This design comes from an exercise in tuning for small area on the open sky130 flow, not from production work.
In this exercise RTL edits were held to simulation tests only and were not proved equivalent to the original.
The flow treats the clock pin as an ideal source, which a real chip does not have.
Power figures rest on the tool's default switching activity, not on a simulated workload.

==> flow/design.v (excerpt) <==
module lm92_twi (
    input  wire        clk,
    input  wire        rst,           
    input  wire        cmd_valid,
    input  wire [31:0] cmd_word,
    input  wire        cfg_valid,
    input  wire [31:0] cfg_wdata,
    output reg         busy,
    output reg         done,
    output reg         ack,
    output reg         bus_init,
    output reg         stop_pending,
    output reg  [2:0]  phase,
    output reg         temp_valid,
    output wire [3:0]  err,
    output wire [3:0]  viol,
    output reg  [7:0]  rxdata,
    output wire [31:0] temp,
    output wire [31:0] cfg,
    output reg         scl_o,
    output reg         sda_o,
    input  wire        scl_i,
    input  wire        sda_i
);
    localparam [2:0] PH_IDLE = 3'd0, PH_ADDR = 3'd1, PH_TX = 3'd2,
                     PH_RX = 3'd3, PH_RXEND = 3'd4;
    localparam [7:0] OP_INIT = 8'h10, OP_START = 8'h11, OP_STOP = 8'h12,
                     OP_SEND = 8'h13, OP_RDACK = 8'h14, OP_RDNACK = 8'h15,
                     OP_TEMP = 8'h40;
    reg [7:0] cfg_div, cfg_sreg, cfg_tmo;
    reg [6:0] cfg_saddr;
    assign cfg = {cfg_tmo, cfg_sreg, 1'b0, cfg_saddr, cfg_div};
    reg [15:0] temp_raw;
    assign temp = {3'b000, temp_raw[15:3], temp_raw};
    reg [1:0] err_q;           
    assign err = {2'b00, err_q};
  ...
For scale: about 630 cells after synthesis, roughly 120 flip-flops, about 160 I/O pins, about 5500 µm² of cells after synthesis.
clock: 10.0 ns
lec_check: 0
cap_margin: 0
core_margin: 2
core_utilization: 65
slew_margin: 0
standard.sh (not shown) runs the stock make flow with config.mk's settings and CLKGATE_MAP_FILE= SYNTH_SCRIPT=/design/flow/synth_recipe.tcl, a recipe that flattens the netlist after the stock synthesis.
==> flow/flow/run.sh <==
#!/bin/bash
# Own layout flow: the standard flow (standard.sh) with three changes.
#  1. Synthesis maps the logic with an area-oriented ABC script (flow/area.abc).
#     It runs ORFS's synth.tcl unchanged up to that ABC call, so the flip-flops
#     (mapped before ABC) are the standard synthesis's, with the same names.
#  2. Every input and output port gets a sky130_fd_sc_hd__buf_1 port buffer.
#  3. The clock tree uses clkbuf_8 buffers and no dummy loads.
# Each tool's output goes to the ORFS logs under orfs/logs; make's own output
# goes to flow.log here.
set -euo pipefail
W=$PWD

# ORFS's synth.tcl with the ABC script replaced
sed 's#^\([[:space:]]*\)log_cmd abc {\*}\$abc_args#\1lset abc_args 1 '"$W"'/flow/area.abc\n&#' \
    "$FLOW_HOME/scripts/synth.tcl" > "$W/own_synth_body.tcl"
grep -q "flow/area.abc" "$W/own_synth_body.tcl"
# The standard flow's synthesis wrapper, sourcing that copy
sed 's#source \$::env(SCRIPTS_DIR)/synth.tcl#source '"$W"'/own_synth_body.tcl#' \
    "$W/synth_recipe.tcl" > "$W/own_synth.tcl"
grep -q "own_synth_body" "$W/own_synth.tcl"

CTS="-sink_clustering_enable -repair_clock_nets -dont_use_dummy_load"
CTS="$CTS -buf_list sky130_fd_sc_hd__clkbuf_8 -sink_clustering_size 40 -sink_clustering_max_diameter 150"

bash "$W/standard.sh" \
    "SYNTH_SCRIPT=$W/own_synth.tcl" \
    "BUFFER_PORTS_ARGS=-buffer_cell sky130_fd_sc_hd__buf_1" \
    "CTS_ARGS=$CTS" \
    finish > "$W/flow.log" 2>&1
==> flow/flow/area.abc <==
strash
dc2
ifraig
dc2
dch -f
amap
strash
dch -f
amap

The starting point passed the timing, design-rule and antenna checks.
Change:
--- a/flow/flow/run.sh
+++ b/flow/flow/run.sh
@@ -5,5 +5,5 @@
 #     (mapped before ABC) are the standard synthesis's, with the same names.
 #  2. Every input and output port gets a sky130_fd_sc_hd__buf_1 port buffer.
-#  3. The clock tree uses clkbuf_8 buffers and no dummy loads.
+#  3. The clock tree uses clkbuf_4 buffers and no dummy loads.
 # Each tool's output goes to the ORFS logs under orfs/logs; make's own output
 # goes to flow.log here.
@@ -21,5 +21,5 @@
 
 CTS="-sink_clustering_enable -repair_clock_nets -dont_use_dummy_load"
-CTS="$CTS -buf_list sky130_fd_sc_hd__clkbuf_8 -sink_clustering_size 40 -sink_clustering_max_diameter 150"
+CTS="$CTS -buf_list sky130_fd_sc_hd__clkbuf_4 -sink_clustering_size 30 -sink_clustering_max_diameter 100"
 
 bash "$W/standard.sh" \
Settings changed: CAP_MARGIN 0 to 20, CORE_UTILIZATION 65 to 40, SLEW_MARGIN 0 to 20.
Outcome:
- total power fell by 7.1%
- cell area rose by 0.38%
- via count fell by 3.1%
- combinational power is about the same
Change:
Settings changed: CAP_MARGIN 20 to 0, CORE_UTILIZATION 40 to 65, SLEW_MARGIN 20 to 0.
=>
- The changed run ran to the end with no violations
- fmax drops by 3.1%
- critical path depth stays the same
- wire length decreases by 2.6%
- clock skew rose by 0.0076 ns
- setup slack got worse by 0.16 ns
- final cell count came out lower by 7.8%
- power fell by 0.44%
- synthesized area is unchanged

* * *

lm92_twi, a different RTL version from the one above (not shown whole).
Size in the first run: about 5300 um^2 of cells after synthesis.
Settings: LEC_CHECK=0, CAP_MARGIN=0, CORE_MARGIN=2, CORE_UTILIZATION=65, SLEW_MARGIN=0; clock period 10.0 ns.
==> flow/flow/run.sh <==
#!/bin/bash
# Own layout flow: the standard flow (standard.sh) with three changes.
#  1. Synthesis maps the logic with an area-oriented ABC script (flow/area.abc).
#     It runs ORFS's synth.tcl unchanged up to that ABC call, so the flip-flops
#     (mapped before ABC) are the standard synthesis's, with the same names.
#  2. Every input and output port gets a sky130_fd_sc_hd__buf_1 port buffer.
#  3. The clock tree uses clkbuf_4 buffers and no dummy loads.
#  4. One tie cell drives all the constant outputs (no tie fanout repair).
# Each tool's output goes to the ORFS logs under orfs/logs; make's own output
# goes to flow.log here.
set -euo pipefail
W=$PWD

# ORFS's synth.tcl with the ABC script replaced
sed 's#^\([[:space:]]*\)log_cmd abc {\*}\$abc_args#\1lset abc_args 1 '"$W"'/flow/area.abc\n&#' \
    "$FLOW_HOME/scripts/synth.tcl" > "$W/own_synth_body.tcl"
grep -q "flow/area.abc" "$W/own_synth_body.tcl"
# The standard flow's synthesis wrapper, sourcing that copy
sed 's#source \$::env(SCRIPTS_DIR)/synth.tcl#source '"$W"'/own_synth_body.tcl#' \
    "$W/synth_recipe.tcl" > "$W/own_synth.tcl"
grep -q "own_synth_body" "$W/own_synth.tcl"

CTS="-sink_clustering_enable -repair_clock_nets -dont_use_dummy_load"
CTS="$CTS -buf_list sky130_fd_sc_hd__clkbuf_4 -sink_clustering_size 30 -sink_clustering_max_diameter 100"

bash "$W/standard.sh" \
    "SYNTH_SCRIPT=$W/own_synth.tcl" \
    "BUFFER_PORTS_ARGS=-buffer_cell sky130_fd_sc_hd__buf_1" \
    "CTS_ARGS=$CTS" \
    SKIP_REPAIR_TIE_FANOUT=1 \
    finish > "$W/flow.log" 2>&1
==> flow/flow/area.abc <==
strash
balance
rewrite
refactor
balance
rewrite
rewrite -z
balance
refactor -z
rewrite -z
balance
dc2
ifraig
dc2
dch -f
amap
strash
dch -f
amap
Rerun with:
--- a/flow/config.mk
+++ b/flow/config.mk
@@ -9,3 +9,3 @@
 export CORE_MARGIN = 2
-export CORE_UTILIZATION = 65
+export CORE_UTILIZATION = 80
 export SLEW_MARGIN = 0
=> Now the flow failed in 3_3_place_gp; area after synthesis does not change; synthesized cell count is unchanged.
Rerun with:
--- a/flow/flow/run.sh
+++ b/flow/flow/run.sh
@@ -1,3 +1,3 @@
 #!/bin/bash
-# Own layout flow: the standard flow (standard.sh) with three changes.
+# Own layout flow: the standard flow (standard.sh) with these changes.
 #  1. Synthesis maps the logic with an area-oriented ABC script (flow/area.abc).
@@ -6,3 +6,4 @@
 #  2. Every input and output port gets a sky130_fd_sc_hd__buf_1 port buffer.
-#  3. The clock tree uses clkbuf_4 buffers and no dummy loads.
+#  3. The clock tree uses clkbuf_4 buffers and no dummy loads; afterwards
+#     flow/post_cts.tcl upsizes the root and the weakest leaf buffers.
 #  4. One tie cell drives all the constant outputs (no tie fanout repair).
@@ -29,2 +30,3 @@
     "CTS_ARGS=$CTS" \
+    "POST_CTS_TCL=$W/flow/post_cts.tcl" \
     SKIP_REPAIR_TIE_FANOUT=1 \
--- a/flow/flow/area.abc
+++ b/flow/flow/area.abc
@@ -19 +19,6 @@
 amap
+topo
+stime -c
+buffer -c
+upsize -c
+dnsize -c
==> flow/flow/post_cts.tcl (new file) <==
# After TritonCTS (POST_CTS_TCL): the H-tree's leaf buffers drive unequal
# numbers of clock pins. Upsize the root buffer and every buffer whose clock
# pins see a slew over 100 ps (placement estimate) to clkbuf_8, then legalise the placement
# again.
estimate_parasitics -placement
set big [get_lib_cells sky130_fd_sc_hd__clkbuf_8]
set thr 0.100
set changed 0
foreach inst [get_cells clkbuf_*] {
  set name [get_full_name $inst]
  set net [get_nets -of_objects [get_pins $name/X]]
  set mx 0.0
  foreach p [get_pins -of_objects $net -filter "direction==input"] {
    foreach s [list [get_property $p slew_max_rise] [get_property $p slew_max_fall]] {
      if {$s > $mx} { set mx $s }
    }
  }
  if {$name eq "clkbuf_0_clk" || $mx > $thr} {
    puts "post_cts: $name sink slew $mx -> clkbuf_8"
    replace_cell $inst $big
    incr changed
  }
}
if {$changed > 0} {
  detailed_placement
  check_placement -verbose
  estimate_parasitics -placement
}
--- a/flow/config.mk
+++ b/flow/config.mk
@@ -9,3 +9,3 @@
 export CORE_MARGIN = 2
-export CORE_UTILIZATION = 80
+export CORE_UTILIZATION = 65
 export SLEW_MARGIN = 0
What happened: With this change the flow produced a clean layout; area after synthesis went up by 2.4%; synthesized cell count is higher by 3.6%.
Rerun with:
--- a/flow/flow/area.abc
+++ b/flow/flow/area.abc
@@ -19,6 +19 @@
 amap
-topo
-stime -c
-buffer -c
-upsize -c
-dnsize -c
The new run completed with no timing, DRC or antenna violations.
Design area decreases by 0.51%.
Die area shrinks by 2.2%.
Critical path depth rose by 5.
Non-clock buffer count came out higher by 2.
Clock skew hardly moves.
Global-route usage shrinks by 1.3 points.
Area after synthesis shrinks by 2.3%.
Register-to-register slack loses 0.12 ns.
Wire length went down by 3.1%.
Cell count stays flat.

[static timing again, ports no longer ideal]
The results above use ideal ports. As a check the final layouts listed here were re-extracted and re-timed, cells and wires unchanged. Step 1 (the two cells are an assumption about what drives the block):
set clk [get_ports {clk}]
set_driving_cell -lib_cell sky130_fd_sc_hd__clkbuf_16 $clk
set_driving_cell -lib_cell sky130_fd_sc_hd__buf_2 [delete_from_list [all_inputs] $clk]
Step 2 moves the port delays by t, midway between the first and last clock arrival at a register: inputs arrive t later, outputs are due t later. That takes back most of the time a late clock gives input paths. Three values: ideal, step 1, step 2; two values: the first two.
run | shift t [ns] | slack for setup (ns) | worst register clock-pin slew, ns | worst data-port slew with drivers (ns)
the first run of note 1 | 0.447 | 4.838 / 4.847 / 4.400 | 0.07 / 0.07 | 0.04
the second run of note 1 | 0.546 | 5.024 / 5.043 / 4.497 | 0.12 / 0.12 | 0.04
the third run of note 1 | 0.513 | 4.864 / 4.872 / 4.359 | 0.11 / 0.11 | 0.04
the first run of note 2 | 0.507 | 4.195 / 4.204 / 3.697 | 0.12 / 0.12 | 0.04
the third run of note 2 | 0.424 | 4.929 / 4.942 / 4.517 | 0.10 / 0.10 | 0.05
the fourth run of note 2 | 0.418 | 4.179 / 4.191 / 3.772 | 0.10 / 0.10 | 0.04
After both steps setup and hold are still met in every run listed. The setup slack of the second run of note 1, which loses most, moves by +0.019 ns with the drivers and by -0.527 ns with both steps.
